This is an optimization exercise on Yosys and OpenROAD, whose aim is small area, a short achievable clock period and few clock cycles, not a production implementation. In this exercise RTL edits were held to simulation tests only and were not proved equivalent to the original. No activity file was given, so power comes from the tool's default toggle rates.

==> design/flow/design.v <==
module conv_engine (
    input  wire        clk,
    input  wire        rst,
    input  wire        kc_we,
    input  wire [5:0]  kc_idx,
    input  wire [15:0] kc_data,
    input  wire        start,
    input  wire [7:0]  ksel,
    input  wire [7:0]  kdim,
    input  wire [15:0] kdiv,
    input  wire [31:0] src_base,
    input  wire [31:0] dst_base,
    input  wire [15:0] width,
    input  wire [15:0] height,
    output reg         busy,
    output reg         done,
    output reg  [2:0]  err,
    output reg         mem_req,
    output reg         mem_we,
    output wire [31:0] mem_addr,
    output reg  [7:0]  mem_wdata,
    input  wire        mem_gnt,
    input  wire        mem_rvalid,
    input  wire [7:0]  mem_rdata
);
    localparam ST_IDLE = 2'd0;
    localparam ST_MUL  = 2'd1;
    localparam ST_CHK  = 2'd2;
    localparam ST_RUN  = 2'd3;
    localparam PH_LEAD = 2'd0;    
    localparam PH_MAIN = 2'd1;
    localparam PH_TAIL = 2'd2;    
    reg [783:0] kflat;
    reg [48:0]  kv;
    wire        kc_wen = kc_we && !busy && (kc_idx < 6'd49);
    genvar g;
    generate
        for (g = 0; g < 49; g = g + 1) begin : g_kc
            always @(posedge clk)
                if (kc_wen && kc_idx == g)
                    kflat[16*g +: 16] <= kc_data;
        end
    endgenerate
    always @(posedge clk) begin
        if (rst)
            kv <= 49'd0;
        else if (kc_wen)
            kv[kc_idx] <= 1'b1;
    end
    reg [1:0]  st;
    reg [15:0] Wr, Hr, Dr;
    reg [1:0]  kc;             
    reg [3:0]  cat;            
    reg        sh, dh;         
    reg [3:0]  mcnt;
    reg [20:0] np;             
    reg        nsat;           
    wire        bad_ksel  = (ksel > 8'd12);
    wire        bad_shape = (ksel == 8'd0) && (kdim == 8'd0 || !kdim[0] || kdim > 8'd7);
    wire        empty     = (width == 16'd0) || (height == 16'd0);
    wire [2:0]  e_pre     = bad_ksel ? 3'd3 : bad_shape ? 3'd1 : empty ? 3'd2 : 3'd0;
    reg  [15:0] d_new;
    always @(*) begin
        if (ksel == 8'd0)
            d_new = (kdiv == 16'd0) ? 16'd1 : kdiv;
        else case (ksel[3:0])
            4'd1:    d_new = 16'd16;
            4'd2:    d_new = 16'd9;
            4'd10:   d_new = 16'd9;
            4'd12:   d_new = 16'd10;
            default: d_new = 16'd1;
        endcase
    end
    reg [19:0] top;            
    reg [19:0] cbase;          
    reg [19:0] raddr;          
    reg [19:0] wp;             
    reg signed [16:0] ymr;     
    reg signed [16:0] t;       
    reg [2:0]  ti;             
    reg [15:0] cx;
    reg [1:0]  oc;
    reg [1:0]  ph;
    reg        rd_done;
    reg [1:0]  S;              
    reg [7:0]  O;
    reg        Ov;
    reg        hv0, hv1;
    reg [30:0] h0, h1;
    reg        dbusy;
    reg [1:0]  dcnt;
    reg [24:0] rem;
    reg [7:0]  q;
    reg        fneg, fsat;
    reg [19:0] maddr;
    assign mem_addr = {12'd0, maddr};
    wire running  = (st == ST_RUN);
    wire adv      = !mem_req || mem_gnt;
    wire do_wr    = running && adv && Ov;
    wire col_st   = (ti == 3'd0);
    wire col_ok   = ((ph == PH_MAIN) && (cx >= {14'd0, kc})) ||
                    ((ph == PH_TAIL) && (({1'b0, Wr} + {15'd0, oc}) >= {15'd0, kc}));
    wire can_rd   = !rd_done && (!col_st || !col_ok || (S != 2'd2));
    wire do_rd    = running && adv && !Ov && can_rd;
    wire        last_ti = (ti == {kc, 1'b0});
    wire [16:0] t1      = t + 17'sd1;
    wire        t_in    = !t[16] && (t1 < {1'b0, Hr});
    wire [15:0] cx1     = cx + 16'd1;
    wire        cx_end  = (cx1 == Wr);
    wire        oc_end  = (oc == kc - 2'd1);
    wire [16:0] yl      = ymr + {15'd0, kc} + 17'd1;
    wire        row_end = ((ph == PH_TAIL) && oc_end) || ((ph == PH_MAIN) && cx_end && (kc == 2'd0));
    wire [19:0] top_nx  = top + (ymr[16] ? 20'd0 : {4'd0, Wr});
    reg        pv;
    reg [7:0]  p0;
    reg [2:0]  ri;
    reg [15:0] rcx;
    reg [1:0]  roc;
    reg [1:0]  rph;
    wire        r_last   = (ri == {kc, 1'b0});
    wire        r_ok     = ((rph == PH_MAIN) && (rcx >= {14'd0, kc})) ||
                           ((rph == PH_TAIL) && (({1'b0, Wr} + {15'd0, roc}) >= {15'd0, kc}));
    wire [15:0] rcx1     = rcx + 16'd1;
    wire        rcx_end  = (rcx1 == Wr);
    wire        roc_end  = (roc == kc - 2'd1);
    wire        r_rowend = ((rph == PH_TAIL) && roc_end) || ((rph == PH_MAIN) && rcx_end && (kc == 2'd0));
    reg [15:0] ksel0;
    reg        kval0;
    reg [5:0]  csel0;
    reg [15:0] ksel1;
    reg        kval1;
    reg [5:0]  csel1;
    reg [15:0] ksel2;
    reg        kval2;
    reg [5:0]  csel2;
    reg [15:0] ksel3;
    reg        kval3;
    reg [15:0] ksel4;
    reg        kval4;
    reg [15:0] ksel5;
    reg        kval5;
    reg [15:0] ksel6;
    reg        kval6;
    always @(*) begin
        ksel0 = 16'd0;
        kval0 = 1'b0;
        case ({kc, ri})
            5'd0: begin ksel0 = kflat[0 +: 16]; kval0 = kv[0]; end
            5'd8: begin ksel0 = kflat[32 +: 16]; kval0 = kv[2]; end
            5'd9: begin ksel0 = kflat[80 +: 16]; kval0 = kv[5]; end
            5'd10: begin ksel0 = kflat[128 +: 16]; kval0 = kv[8]; end
            5'd16: begin ksel0 = kflat[64 +: 16]; kval0 = kv[4]; end
            5'd17: begin ksel0 = kflat[144 +: 16]; kval0 = kv[9]; end
            5'd18: begin ksel0 = kflat[224 +: 16]; kval0 = kv[14]; end
            5'd19: begin ksel0 = kflat[304 +: 16]; kval0 = kv[19]; end
            5'd20: begin ksel0 = kflat[384 +: 16]; kval0 = kv[24]; end
            5'd24: begin ksel0 = kflat[96 +: 16]; kval0 = kv[6]; end
            5'd25: begin ksel0 = kflat[208 +: 16]; kval0 = kv[13]; end
            5'd26: begin ksel0 = kflat[320 +: 16]; kval0 = kv[20]; end
            5'd27: begin ksel0 = kflat[432 +: 16]; kval0 = kv[27]; end
            5'd28: begin ksel0 = kflat[544 +: 16]; kval0 = kv[34]; end
            5'd29: begin ksel0 = kflat[656 +: 16]; kval0 = kv[41]; end
            5'd30: begin ksel0 = kflat[768 +: 16]; kval0 = kv[48]; end
            default: ;
        endcase
    end
    always @(*) begin
        csel0 = 6'd0;
        case ({cat, ri[1:0]})
            6'd4: csel0 = 6'd1;
            6'd5: csel0 = 6'd2;
            6'd6: csel0 = 6'd1;
            6'd8: csel0 = 6'd1;
            6'd9: csel0 = 6'd1;
            6'd10: csel0 = 6'd1;
            6'd12: csel0 = 6'd1;
            6'd13: csel0 = 6'd2;
            6'd14: csel0 = 6'd1;
            6'd16: csel0 = -6'd1;
            6'd18: csel0 = 6'd1;
            6'd21: csel0 = 6'd1;
            6'd24: csel0 = 6'd1;
            6'd25: csel0 = 6'd1;
            6'd26: csel0 = 6'd1;
            6'd28: csel0 = -6'd1;
            6'd30: csel0 = 6'd1;
            6'd33: csel0 = 6'd1;
            6'd34: csel0 = 6'd2;
            6'd37: csel0 = -6'd1;
            6'd40: csel0 = -6'd1;
            6'd41: csel0 = -6'd1;
            6'd42: csel0 = -6'd1;
            6'd44: csel0 = -6'd1;
            6'd45: csel0 = -6'd1;
            6'd46: csel0 = -6'd1;
            6'd48: csel0 = 6'd1;
            6'd49: csel0 = 6'd1;
            6'd50: csel0 = 6'd1;
            default: ;
        endcase
    end
    wire [15:0] coef0 = (cat != 4'd0) ? {{10{csel0[5]}}, csel0} : (kval0 ? ksel0 : 16'd0);
    always @(*) begin
        ksel1 = 16'd0;
        kval1 = 1'b0;
        case ({kc, ri})
            5'd8: begin ksel1 = kflat[16 +: 16]; kval1 = kv[1]; end
            5'd9: begin ksel1 = kflat[64 +: 16]; kval1 = kv[4]; end
            5'd10: begin ksel1 = kflat[112 +: 16]; kval1 = kv[7]; end
            5'd16: begin ksel1 = kflat[48 +: 16]; kval1 = kv[3]; end
            5'd17: begin ksel1 = kflat[128 +: 16]; kval1 = kv[8]; end
            5'd18: begin ksel1 = kflat[208 +: 16]; kval1 = kv[13]; end
            5'd19: begin ksel1 = kflat[288 +: 16]; kval1 = kv[18]; end
            5'd20: begin ksel1 = kflat[368 +: 16]; kval1 = kv[23]; end
            5'd24: begin ksel1 = kflat[80 +: 16]; kval1 = kv[5]; end
            5'd25: begin ksel1 = kflat[192 +: 16]; kval1 = kv[12]; end
            5'd26: begin ksel1 = kflat[304 +: 16]; kval1 = kv[19]; end
            5'd27: begin ksel1 = kflat[416 +: 16]; kval1 = kv[26]; end
            5'd28: begin ksel1 = kflat[528 +: 16]; kval1 = kv[33]; end
            5'd29: begin ksel1 = kflat[640 +: 16]; kval1 = kv[40]; end
            5'd30: begin ksel1 = kflat[752 +: 16]; kval1 = kv[47]; end
            default: ;
        endcase
    end
    always @(*) begin
        csel1 = 6'd0;
        case ({cat, ri[1:0]})
            6'd4: csel1 = 6'd2;
            6'd5: csel1 = 6'd4;
            6'd6: csel1 = 6'd2;
            6'd8: csel1 = 6'd1;
            6'd9: csel1 = 6'd1;
            6'd10: csel1 = 6'd1;
            6'd16: csel1 = -6'd2;
            6'd18: csel1 = 6'd2;
            6'd20: csel1 = 6'd1;
            6'd21: csel1 = -6'd4;
            6'd22: csel1 = 6'd1;
            6'd28: csel1 = -6'd1;
            6'd30: csel1 = 6'd1;
            6'd32: csel1 = -6'd1;
            6'd33: csel1 = 6'd1;
            6'd34: csel1 = 6'd1;
            6'd36: csel1 = -6'd1;
            6'd37: csel1 = 6'd5;
            6'd38: csel1 = -6'd1;
            6'd40: csel1 = -6'd1;
            6'd41: csel1 = 6'd17;
            6'd42: csel1 = -6'd1;
            6'd44: csel1 = -6'd1;
            6'd45: csel1 = 6'd8;
            6'd46: csel1 = -6'd1;
            6'd48: csel1 = 6'd1;
            6'd49: csel1 = 6'd2;
            6'd50: csel1 = 6'd1;
            default: ;
        endcase
    end
    wire [15:0] coef1 = (cat != 4'd0) ? {{10{csel1[5]}}, csel1} : (kval1 ? ksel1 : 16'd0);
    always @(*) begin
        ksel2 = 16'd0;
        kval2 = 1'b0;
        case ({kc, ri})
            5'd8: begin ksel2 = kflat[0 +: 16]; kval2 = kv[0]; end
            5'd9: begin ksel2 = kflat[48 +: 16]; kval2 = kv[3]; end
            5'd10: begin ksel2 = kflat[96 +: 16]; kval2 = kv[6]; end
            5'd16: begin ksel2 = kflat[32 +: 16]; kval2 = kv[2]; end
            5'd17: begin ksel2 = kflat[112 +: 16]; kval2 = kv[7]; end
            5'd18: begin ksel2 = kflat[192 +: 16]; kval2 = kv[12]; end
            5'd19: begin ksel2 = kflat[272 +: 16]; kval2 = kv[17]; end
            5'd20: begin ksel2 = kflat[352 +: 16]; kval2 = kv[22]; end
            5'd24: begin ksel2 = kflat[64 +: 16]; kval2 = kv[4]; end
            5'd25: begin ksel2 = kflat[176 +: 16]; kval2 = kv[11]; end
            5'd26: begin ksel2 = kflat[288 +: 16]; kval2 = kv[18]; end
            5'd27: begin ksel2 = kflat[400 +: 16]; kval2 = kv[25]; end
            5'd28: begin ksel2 = kflat[512 +: 16]; kval2 = kv[32]; end
            5'd29: begin ksel2 = kflat[624 +: 16]; kval2 = kv[39]; end
            5'd30: begin ksel2 = kflat[736 +: 16]; kval2 = kv[46]; end
            default: ;
        endcase
    end
    always @(*) begin
        csel2 = 6'd0;
        case ({cat, ri[1:0]})
            6'd4: csel2 = 6'd1;
            6'd5: csel2 = 6'd2;
            6'd6: csel2 = 6'd1;
            6'd8: csel2 = 6'd1;
            6'd9: csel2 = 6'd1;
            6'd10: csel2 = 6'd1;
            6'd12: csel2 = -6'd1;
            6'd13: csel2 = -6'd2;
            6'd14: csel2 = -6'd1;
            6'd16: csel2 = -6'd1;
            6'd18: csel2 = 6'd1;
            6'd21: csel2 = 6'd1;
            6'd24: csel2 = -6'd1;
            6'd25: csel2 = -6'd1;
            6'd26: csel2 = -6'd1;
            6'd28: csel2 = -6'd1;
            6'd30: csel2 = 6'd1;
            6'd32: csel2 = -6'd2;
            6'd33: csel2 = -6'd1;
            6'd37: csel2 = -6'd1;
            6'd40: csel2 = -6'd1;
            6'd41: csel2 = -6'd1;
            6'd42: csel2 = -6'd1;
            6'd44: csel2 = -6'd1;
            6'd45: csel2 = -6'd1;
            6'd46: csel2 = -6'd1;
            6'd48: csel2 = 6'd1;
            6'd49: csel2 = 6'd1;
            6'd50: csel2 = 6'd1;
            default: ;
        endcase
    end
    wire [15:0] coef2 = (cat != 4'd0) ? {{10{csel2[5]}}, csel2} : (kval2 ? ksel2 : 16'd0);
    always @(*) begin
        ksel3 = 16'd0;
        kval3 = 1'b0;
        case ({kc, ri})
            5'd16: begin ksel3 = kflat[16 +: 16]; kval3 = kv[1]; end
            5'd17: begin ksel3 = kflat[96 +: 16]; kval3 = kv[6]; end
            5'd18: begin ksel3 = kflat[176 +: 16]; kval3 = kv[11]; end
            5'd19: begin ksel3 = kflat[256 +: 16]; kval3 = kv[16]; end
            5'd20: begin ksel3 = kflat[336 +: 16]; kval3 = kv[21]; end
            5'd24: begin ksel3 = kflat[48 +: 16]; kval3 = kv[3]; end
            5'd25: begin ksel3 = kflat[160 +: 16]; kval3 = kv[10]; end
            5'd26: begin ksel3 = kflat[272 +: 16]; kval3 = kv[17]; end
            5'd27: begin ksel3 = kflat[384 +: 16]; kval3 = kv[24]; end
            5'd28: begin ksel3 = kflat[496 +: 16]; kval3 = kv[31]; end
            5'd29: begin ksel3 = kflat[608 +: 16]; kval3 = kv[38]; end
            5'd30: begin ksel3 = kflat[720 +: 16]; kval3 = kv[45]; end
            default: ;
        endcase
    end
    wire [15:0] coef3 = (cat == 4'd0 && kval3) ? ksel3 : 16'd0;
    always @(*) begin
        ksel4 = 16'd0;
        kval4 = 1'b0;
        case ({kc, ri})
            5'd16: begin ksel4 = kflat[0 +: 16]; kval4 = kv[0]; end
            5'd17: begin ksel4 = kflat[80 +: 16]; kval4 = kv[5]; end
            5'd18: begin ksel4 = kflat[160 +: 16]; kval4 = kv[10]; end
            5'd19: begin ksel4 = kflat[240 +: 16]; kval4 = kv[15]; end
            5'd20: begin ksel4 = kflat[320 +: 16]; kval4 = kv[20]; end
            5'd24: begin ksel4 = kflat[32 +: 16]; kval4 = kv[2]; end
            5'd25: begin ksel4 = kflat[144 +: 16]; kval4 = kv[9]; end
            5'd26: begin ksel4 = kflat[256 +: 16]; kval4 = kv[16]; end
            5'd27: begin ksel4 = kflat[368 +: 16]; kval4 = kv[23]; end
            5'd28: begin ksel4 = kflat[480 +: 16]; kval4 = kv[30]; end
            5'd29: begin ksel4 = kflat[592 +: 16]; kval4 = kv[37]; end
            5'd30: begin ksel4 = kflat[704 +: 16]; kval4 = kv[44]; end
            default: ;
        endcase
    end
    wire [15:0] coef4 = (cat == 4'd0 && kval4) ? ksel4 : 16'd0;
    always @(*) begin
        ksel5 = 16'd0;
        kval5 = 1'b0;
        case ({kc, ri})
            5'd24: begin ksel5 = kflat[16 +: 16]; kval5 = kv[1]; end
            5'd25: begin ksel5 = kflat[128 +: 16]; kval5 = kv[8]; end
            5'd26: begin ksel5 = kflat[240 +: 16]; kval5 = kv[15]; end
            5'd27: begin ksel5 = kflat[352 +: 16]; kval5 = kv[22]; end
            5'd28: begin ksel5 = kflat[464 +: 16]; kval5 = kv[29]; end
            5'd29: begin ksel5 = kflat[576 +: 16]; kval5 = kv[36]; end
            5'd30: begin ksel5 = kflat[688 +: 16]; kval5 = kv[43]; end
            default: ;
        endcase
    end
    wire [15:0] coef5 = (cat == 4'd0 && kval5) ? ksel5 : 16'd0;
    always @(*) begin
        ksel6 = 16'd0;
        kval6 = 1'b0;
        case ({kc, ri})
            5'd24: begin ksel6 = kflat[0 +: 16]; kval6 = kv[0]; end
            5'd25: begin ksel6 = kflat[112 +: 16]; kval6 = kv[7]; end
            5'd26: begin ksel6 = kflat[224 +: 16]; kval6 = kv[14]; end
            5'd27: begin ksel6 = kflat[336 +: 16]; kval6 = kv[21]; end
            5'd28: begin ksel6 = kflat[448 +: 16]; kval6 = kv[28]; end
            5'd29: begin ksel6 = kflat[560 +: 16]; kval6 = kv[35]; end
            5'd30: begin ksel6 = kflat[672 +: 16]; kval6 = kv[42]; end
            default: ;
        endcase
    end
    wire [15:0] coef6 = (cat == 4'd0 && kval6) ? ksel6 : 16'd0;
    reg [15:0] c0r, c1r, c2r, c3r, c4r, c5r, c6r;
    reg [7:0]  p1;
    reg        v1, l1, ok1, re1;
    reg signed [30:0] acc0, acc1, acc2, acc3, acc4, acc5, acc6;
    wire signed [8:0]  ps = $signed({1'b0, p1});
    wire signed [24:0] m0   = $signed(c0r) * ps;
    wire signed [24:0] m1   = $signed(c1r) * ps;
    wire signed [24:0] m2   = $signed(c2r) * ps;
    wire signed [24:0] m3   = $signed(c3r) * ps;
    wire signed [24:0] m4   = $signed(c4r) * ps;
    wire signed [24:0] m5   = $signed(c5r) * ps;
    wire signed [24:0] m6   = $signed(c6r) * ps;
    wire signed [30:0] sum0 = acc0 + $signed({m0, 1'b0});
    wire signed [30:0] sum1 = acc1 + $signed({m1, 1'b0});
    wire signed [30:0] sum2 = acc2 + $signed({m2, 1'b0});
    wire signed [30:0] sum3 = acc3 + $signed({m3, 1'b0});
    wire signed [30:0] sum4 = acc4 + $signed({m4, 1'b0});
    wire signed [30:0] sum5 = acc5 + $signed({m5, 1'b0});
    wire signed [30:0] sum6 = acc6 + $signed({m6, 1'b0});
    wire signed [30:0] dinit = $signed({15'd0, Dr});
    wire push = v1 && l1 && ok1;
    wire [23:0] T    = {Dr, 8'd0};
    wire        ge1  = (rem >= {1'b0, T});
    wire [24:0] r1   = ge1 ? (rem - {1'b0, T}) : rem;
    wire [24:0] r1s  = {r1[23:0], 1'b0};
    wire        ge2  = (r1s >= {1'b0, T});
    wire [24:0] r2   = ge2 ? (r1s - {1'b0, T}) : r1s;
    wire [24:0] r2s  = {r2[23:0], 1'b0};
    wire        dlast = dbusy && (dcnt == 2'd3);
    wire        dfin  = dlast && !Ov;
    wire        pop   = hv0 && (!dbusy || dfin);
    wire        h_sat = (h0[29:25] != 5'd0) || (h0[24:0] >= {Dr, 9'd0});
    wire fin = running && rd_done && (S == 2'd0) && !dbusy && !Ov && !hv0 &&
               mem_req && mem_we && mem_gnt;
    wire [21:0] np_nx  = {np, 1'b0} + {6'd0, (Hr[15] ? Wr : 16'd0)};
    wire [21:0] s_end  = {2'd0, top} + {1'b0, np};
    wire [21:0] d_end  = {2'd0, wp} + {1'b0, np};
    wire        bad_rng = nsat || sh || dh || (s_end > 22'h100000) || (d_end > 22'h100000);
    wire        ovl     = ({2'd0, top} < d_end) && ({2'd0, wp} < s_end);
    always @(posedge clk) begin
        if (rst) begin
            st      <= ST_IDLE;
            busy    <= 1'b0;
            done    <= 1'b0;
            err     <= 3'd0;
            mem_req <= 1'b0;
            mem_we  <= 1'b0;
            Ov      <= 1'b0;
            S       <= 2'd0;
            rd_done <= 1'b0;
        end else begin
            done <= 1'b0;
            case (st)
                ST_IDLE: begin
                    if (start) begin
                        err <= e_pre;
                        if (e_pre != 3'd0) begin
                            done <= 1'b1;
                        end else begin
                            busy <= 1'b1;
                            st   <= ST_MUL;
                        end
                        Wr   <= width;
                        Hr   <= height;
                        Dr   <= d_new;
                        kc   <= (ksel == 8'd0) ? kdim[2:1] : 2'd1;
                        cat  <= ksel[3:0];
                        top  <= src_base[19:0];
                        wp   <= dst_base[19:0];
                        sh   <= (src_base[31:20] != 12'd0);
                        dh   <= (dst_base[31:20] != 12'd0);
                        np   <= 21'd0;
                        nsat <= 1'b0;
                        mcnt <= 4'd0;
                    end
                end
                ST_MUL: begin
                    np   <= np_nx[20:0];
                    nsat <= nsat | np_nx[21];
                    Hr   <= {Hr[14:0], Hr[15]};
                    mcnt <= mcnt + 4'd1;
                    if (mcnt == 4'd15)
                        st <= ST_CHK;
                end
                ST_CHK: begin
                    if (bad_rng || ovl) begin
                        err  <= bad_rng ? 3'd4 : 3'd5;
                        done <= 1'b1;
                        busy <= 1'b0;
                        st   <= ST_IDLE;
                    end else begin
                        st <= ST_RUN;
                    end
                    cbase   <= top;
                    raddr   <= top;
                    ymr     <= -$signed({15'd0, kc});
                    t       <= -$signed({15'd0, kc});
                    ti      <= 3'd0;
                    cx      <= 16'd0;
                    oc      <= 2'd0;
                    ph      <= (kc == 2'd0) ? PH_MAIN : PH_LEAD;
                    rd_done <= 1'b0;
                    S       <= 2'd0;
                end
                ST_RUN: begin
                    if (adv) begin
                        if (Ov) begin
                            mem_req   <= 1'b1;
                            mem_we    <= 1'b1;
                            maddr     <= wp;
                            mem_wdata <= O;
                            wp        <= wp + 20'd1;
                        end else if (can_rd) begin
                            mem_req <= 1'b1;
                            mem_we  <= 1'b0;
                            maddr   <= raddr;
                        end else begin
                            mem_req <= 1'b0;
                        end
                    end
                    if (do_rd) begin
                        if (!last_ti) begin
                            ti    <= ti + 3'd1;
                            t     <= t1;
                            raddr <= raddr + (t_in ? {4'd0, Wr} : 20'd0);
                        end else begin
                            ti <= 3'd0;
                            if (row_end) begin
                                ph    <= (kc == 2'd0) ? PH_MAIN : PH_LEAD;
                                oc    <= 2'd0;
                                cx    <= 16'd0;
                                ymr   <= ymr + 17'sd1;
                                t     <= ymr + 17'sd1;
                                top   <= top_nx;
                                cbase <= top_nx;
                                raddr <= top_nx;
                                if (yl == {1'b0, Hr})
                                    rd_done <= 1'b1;
                            end else begin
                                t <= ymr;
                                case (ph)
                                    PH_LEAD: begin
                                        raddr <= cbase;
                                        if (oc_end) begin
                                            ph <= PH_MAIN;
                                            oc <= 2'd0;
                                        end else
                                            oc <= oc + 2'd1;
                                    end
                                    PH_MAIN: begin
                                        if (cx_end) begin
                                            raddr <= cbase;
                                            ph    <= PH_TAIL;
                                            oc    <= 2'd0;
                                        end else begin
                                            raddr <= cbase + 20'd1;
                                            cbase <= cbase + 20'd1;
                                            cx    <= cx1;
                                        end
                                    end
                                    default: begin
                                        raddr <= cbase;
                                        oc    <= oc + 2'd1;
                                    end
                                endcase
                            end
                        end
                    end
                    S <= S + ((do_rd && col_st && col_ok) ? 2'd1 : 2'd0) - (pop ? 2'd1 : 2'd0);
                    if (do_wr)
                        Ov <= 1'b0;
                    else if (dfin)
                        Ov <= 1'b1;
                    if (fin) begin
                        done    <= 1'b1;
                        busy    <= 1'b0;
                        err     <= 3'd0;
                        st      <= ST_IDLE;
                        mem_req <= 1'b0;
                    end
                end
                default: st <= ST_IDLE;
            endcase
        end
    end
    always @(posedge clk)
        if (dfin)
            O <= fneg ? 8'd0 : fsat ? 8'd255 : {q[5:0], ge1, ge2};
    always @(posedge clk) begin
        p0 <= mem_rdata;
        p1 <= p0;
        c0r <= coef0; c1r <= coef1; c2r <= coef2; c3r <= coef3;
        c4r <= coef4; c5r <= coef5; c6r <= coef6;
        l1  <= r_last;
        ok1 <= r_ok;
        re1 <= r_last && r_rowend;
        if (rst) begin
            pv <= 1'b0;
            v1 <= 1'b0;
        end else begin
            pv <= mem_rvalid;
            v1 <= pv;
        end
        if (st == ST_CHK) begin
            ri  <= 3'd0;
            rcx <= 16'd0;
            roc <= 2'd0;
            rph <= (kc == 2'd0) ? PH_MAIN : PH_LEAD;
        end else if (pv) begin
            if (!r_last) begin
                ri <= ri + 3'd1;
            end else begin
                ri <= 3'd0;
                if (r_rowend) begin
                    rph <= (kc == 2'd0) ? PH_MAIN : PH_LEAD;
                    roc <= 2'd0;
                    rcx <= 16'd0;
                end else case (rph)
                    PH_LEAD: begin
                        if (roc_end) begin
                            rph <= PH_MAIN;
                            roc <= 2'd0;
                        end else
                            roc <= roc + 2'd1;
                    end
                    PH_MAIN: begin
                        if (rcx_end) begin
                            rph <= PH_TAIL;
                            roc <= 2'd0;
                        end else
                            rcx <= rcx1;
                    end
                    default: roc <= roc + 2'd1;
                endcase
            end
        end
    end
    always @(posedge clk) begin
        if (st == ST_CHK) begin
            acc0 <= dinit; acc1 <= dinit; acc2 <= dinit; acc3 <= dinit;
            acc4 <= dinit; acc5 <= dinit; acc6 <= dinit;
        end else if (v1) begin
            if (!l1) begin
                acc0 <= sum0; acc1 <= sum1; acc2 <= sum2; acc3 <= sum3;
                acc4 <= sum4; acc5 <= sum5; acc6 <= sum6;
            end else if (re1) begin
                acc0 <= dinit; acc1 <= dinit; acc2 <= dinit; acc3 <= dinit;
                acc4 <= dinit; acc5 <= dinit; acc6 <= dinit;
            end else begin
                acc0 <= sum1; acc1 <= sum2; acc2 <= sum3; acc3 <= sum4;
                acc4 <= sum5; acc5 <= sum6; acc6 <= dinit;
            end
        end
    end
    always @(posedge clk) begin
        if (rst || st == ST_CHK) begin
            hv0   <= 1'b0;
            hv1   <= 1'b0;
            dbusy <= 1'b0;
        end else begin
            if (pop) begin
                if (hv1) begin
                    h0 <= h1;
                    if (push) h1 <= sum0; else hv1 <= 1'b0;
                end else begin
                    if (push) h0 <= sum0; else hv0 <= 1'b0;
                end
            end else if (push) begin
                if (!hv0) begin
                    h0  <= sum0;
                    hv0 <= 1'b1;
                end else begin
                    h1  <= sum0;
                    hv1 <= 1'b1;
                end
            end
            if (pop) begin
                dbusy <= 1'b1;
                dcnt  <= 2'd0;
                rem   <= h0[24:0];
                fneg  <= h0[30];
                fsat  <= !h0[30] && h_sat;
                q     <= 8'd0;
            end else if (dbusy) begin
                if (dcnt != 2'd3) begin
                    rem  <= r2s;
                    q    <= {q[5:0], ge1, ge2};
                    dcnt <= dcnt + 2'd1;
                end else if (dfin) begin
                    dbusy <= 1'b0;
                end
            end
        end
    end
endmodule
==> design/flow/run.sh <==
#!/bin/bash
# synth_recipe.tcl (not shown) runs the flow's synth.tcl, then flattens the netlist and writes it again
# the make line also repeats each setting of config.mk as NAME=value (left out here)
make -C /OpenROAD-flow-scripts/flow DESIGN_CONFIG=/design/flow/config.mk WORK_HOME=/design/flow/orfs CLKGATE_MAP_FILE= SYNTH_SCRIPT=/design/flow/synth_recipe.tcl finish
==> design/flow/config.mk <==
export PLATFORM = sky130hd
export DESIGN_NAME = conv_engine
export DESIGN_NICKNAME = conv_engine
export VERILOG_FILES = /design/flow/design.v
export SDC_FILE = /design/flow/constraint.sdc
export NUM_CORES = 4
export LEC_CHECK = 0
export CAP_MARGIN = 20
export CORE_MARGIN = 2
export CORE_UTILIZATION = 40
export SLEW_MARGIN = 20
==> design/flow/constraint.sdc <==
create_clock -name core_clock -period 16.0 [get_ports {clk}]
set_input_delay 3.2000 -clock core_clock [delete_from_list [all_inputs] [get_ports {clk}]]
set_output_delay 3.2000 -clock core_clock [all_outputs]
set_load 0.01 [all_outputs]
==> summary.txt <==
==> Yosys cell counts (all sizes together) (24+ instances only) <==
cell type and number:
inv 1285, edfxtp 1250, nand2 1182, ha 792
fa 731, nor2 657, o21ai 632, a21oi 589
and2 584, clkbuf 447, xnor2 366, dfxtp 324
a22oi 301, xor2 211, a21o 166, nand3 165
a31oi 140, nor3 133, a222oi 118, nand4 111
a211oi 106, a221oi 102, a22o 98, and3 96
buf 92, nor2b 91, o21a 83, nand2b 76
o211ai 73, mux2i 60, o21bai 55, nor4 53
or3 52, and4 47, mux2 44, o31ai 31
or2 28, a21boi 24, o221ai 24, o22ai 24
==> where the power goes <==
group	internal (W)	switching, W
sequential	0.00538	0.000483
clock	0.00237	0.00180
combinational	0.00656	0.0113
total	0.0143	0.0136
==> area by class of cell <==
class | count | area, µm²
diodes | 11 | 27.53
repair buffers | 360 | 3304
fillers | 27450 | 161200
inverters | 1286 | 4830
clock inverters | 100 | 897.1
multi-input cells | 8328 | 66220
well taps | 3900 | 4880
flip-flops and latches | 1574 | 44060
clock buffers | 228 | 4911
==> metal layers <==
metal	global-route usage, %	part of all wire (%)
met5	0	0.048
met4	10.90	4.4
met3	5.257	9.6
met2	41.22	44
met1	36.30	42
==> logic make-up after synthesis <==
family	synth area share, %
XOR/XNOR	4.511
AND/OR/NAND/NOR	13.93
multiplexers	0.9436
flip-flops	37.77
AO/OA/AOI/OAI	15.83
buffers and inverters	5.955
other	0.003217
adder cells (fa/ha/maj)	21.06
==> through the flow <==
stage,instances,setup slack (ns)
final,15790,6.533
after global routing,15780,6.107
after CTS,15780,6.743
after detailed placement,15450,6.790
after floorplan,11730,8.251
after global placement,15440,7.027
==> worst max-delay path by stage <==
stage | startpoint | to | depth (start not counted)
after floorplan | p1[0]$_DFF_P_ | h0[29]$_DFFE_PP_ | 33
after global placement | p1[2]$_DFF_P_ | acc5[30]$_SDFFE_PP0P_ | 33
after detailed placement | p1[2]$_DFF_P_ | acc3[30]$_SDFFE_PP0P_ | 32
after CTS | p1[2]$_DFF_P_ | acc3[30]$_SDFFE_PP0P_ | 32
after global routing | p1[2]$_DFF_P_ | acc3[30]$_SDFFE_PP0P_ | 33
final | p1[2]$_DFF_P_ | acc3[30]$_SDFFE_PP0P_ | 32
==> critical path, delay by kind of cell (launching register included) <==
| family | cells | cell delay, ns |
|---|---|---|
| buf+inv | 5 | 1.34 |
| simple gates | 2 | 0.22 |
| flops | 1 | 0.53 |
| fa+ha+maj | 6 | 2.77 |
| compound gates | 17 | 3.63 |
| xor+xnor | 2 | 0.72 |
==> summary.txt <==
Total Routing Usage GR=26.60%; cell repeated most along the worst path=a21oi_1; CTS Sinks=1574; Leakage Power=52.83 nW; CP max stage delay=0.72 ns; FF-to-FF path depth=32; CTS tree=done; Port Buffer Count=198; Cells after Synth=11720; gr ovfl total=0; largest net degree at the start of global routing=113; H-tree depth=4; max reg flops=784; ys async rst share=0%; setup slack, reg-to-reg=6.53 ns; cts hold-fix bufs=0; TritonRoute pass-1 iters=8; die area=295700 µm²; Routability Congestion=0.9680; global-route wire length before repair=593.6 mm; post-route ant nets=0; RSZ-0062 raised after global routing=no; Synth Warn #=1; ranking of synthesized cells by area=edfxtp_1, fa_1, ha_1; Syn Area/Cell=9.948 µm²; Layout area overhead=10.80%; crit-path max FO=56; status=complete, no violations; final hold slack=0.3222 ns; combined area of all synthesized cells=116600 µm²; Synth top area share=32.21%; crit end category=flop; startpoint class of the critical path=flop; dpl cell area=123300 µm²; Pins Over Slew Limit=0; CTS Buffer Depth=4; Most flops, register=kflat; vias in the first global route=92050; DRT iter0 DRCs=11040; Total Neg Setup Slack=0 ns; slowest CP cell=buf_4; Largest regs=kflat: 784 flops, kv: 49 flops; CTS root buf=clkbuf_16; number of core rows=198; # DRC=0; VDD IR max=443.0 µV; Die Span Y=543.8 µm; I/O pin total=211; Post-CTS Setup Inserts=0; Layout Skew=0.08887 ns; WL final=403.1 mm; Relative slew margins=16.56%; Worst Max-Slew Pin Slew=1.244 ns; most frequent cells in the layout=inv_1, edfxtp_1, nand2_1; DR vias/cell=5.887; FF-to-FF End=acc3[30]$_SDFFE_PP0P_; overall power=0.02792 W; Arrival @ worst endpoint=10.13 ns; endpoints failing hold=0; CTS resizes=0; sequential share of the synthesized area=37.77%; vias=92940; fin util=44.48%; CP Class=flop to flop; crit share post-route=59.17%; worst hold stages=0; Clock Pin Slew Worst Setup and Hold Paths=0.06 ns; die extent in x=543.8 µm; CTS buffer count=183; HP Class=flop to flop; WL per Instance=25.53 µm; Worst EP required=16.66 ns; Final setup viols=0; maximum clock rate=105.6 MHz; EDFF count, synth=1250; MaxCap Viol Count=0; post-route cell area=129100 µm²; hold worst-path end=p1[6]$_DFF_P_; Detailed Place HPWL=290.1 mm; initial antenna violation count=31; Main synth FF type=edfxtp_1; Initial Utilization=40.14%; Seq cells post-synth=1574; Synth area leader=edfxtp_1; pwr dens=216.2 nW/µm²; Final #Nets=13420; clock latency (worst-skew pair)=0.90 ns; HP Start=p0[6]$_DFF_P_; layout cell share with drive strength beyond 1=5.448%; synth unique cells=103; Reg-to-Reg Start=p1[2]$_DFF_P_; min Tclk post-route=9.467 ns; most common cell after layout, fill and taps aside=inv_1; Core ar.=290300 µm²
Testbench counts, summed over its fixed seeds: cycles 146,920.

separate check: timing with driven ports:
No port has a modelled driver above. Below, the same layout with a new extraction and two added sets of constraints.
Step 1 (the two cells are an assumption about what drives the block):
set clk [get_ports {clk}]
set_driving_cell -lib_cell sky130_fd_sc_hd__clkbuf_16 $clk
set_driving_cell -lib_cell sky130_fd_sc_hd__buf_2 [delete_from_list [all_inputs] $clk]
Step 2 also shifts input and output timing later by t, the mid clock arrival at the registers, as if the neighbouring blocks saw the same clock.
a / b / c = ideal / step 1 / step 2; a / b = the first two.
shift t [ns]: 0.953
slack for setup (ns): 6.533 / 6.533 / 6.533
hold WS [ns]: 0.322 / 0.322 / 0.322
worst register clock-pin slew, ns: 0.07 / 0.07
pins driven straight from the clock port: 1
After both steps setup and hold are still met in this run. The setup slack of this run moves by 0.000 ns with the drivers and by 0.000 ns with both steps.
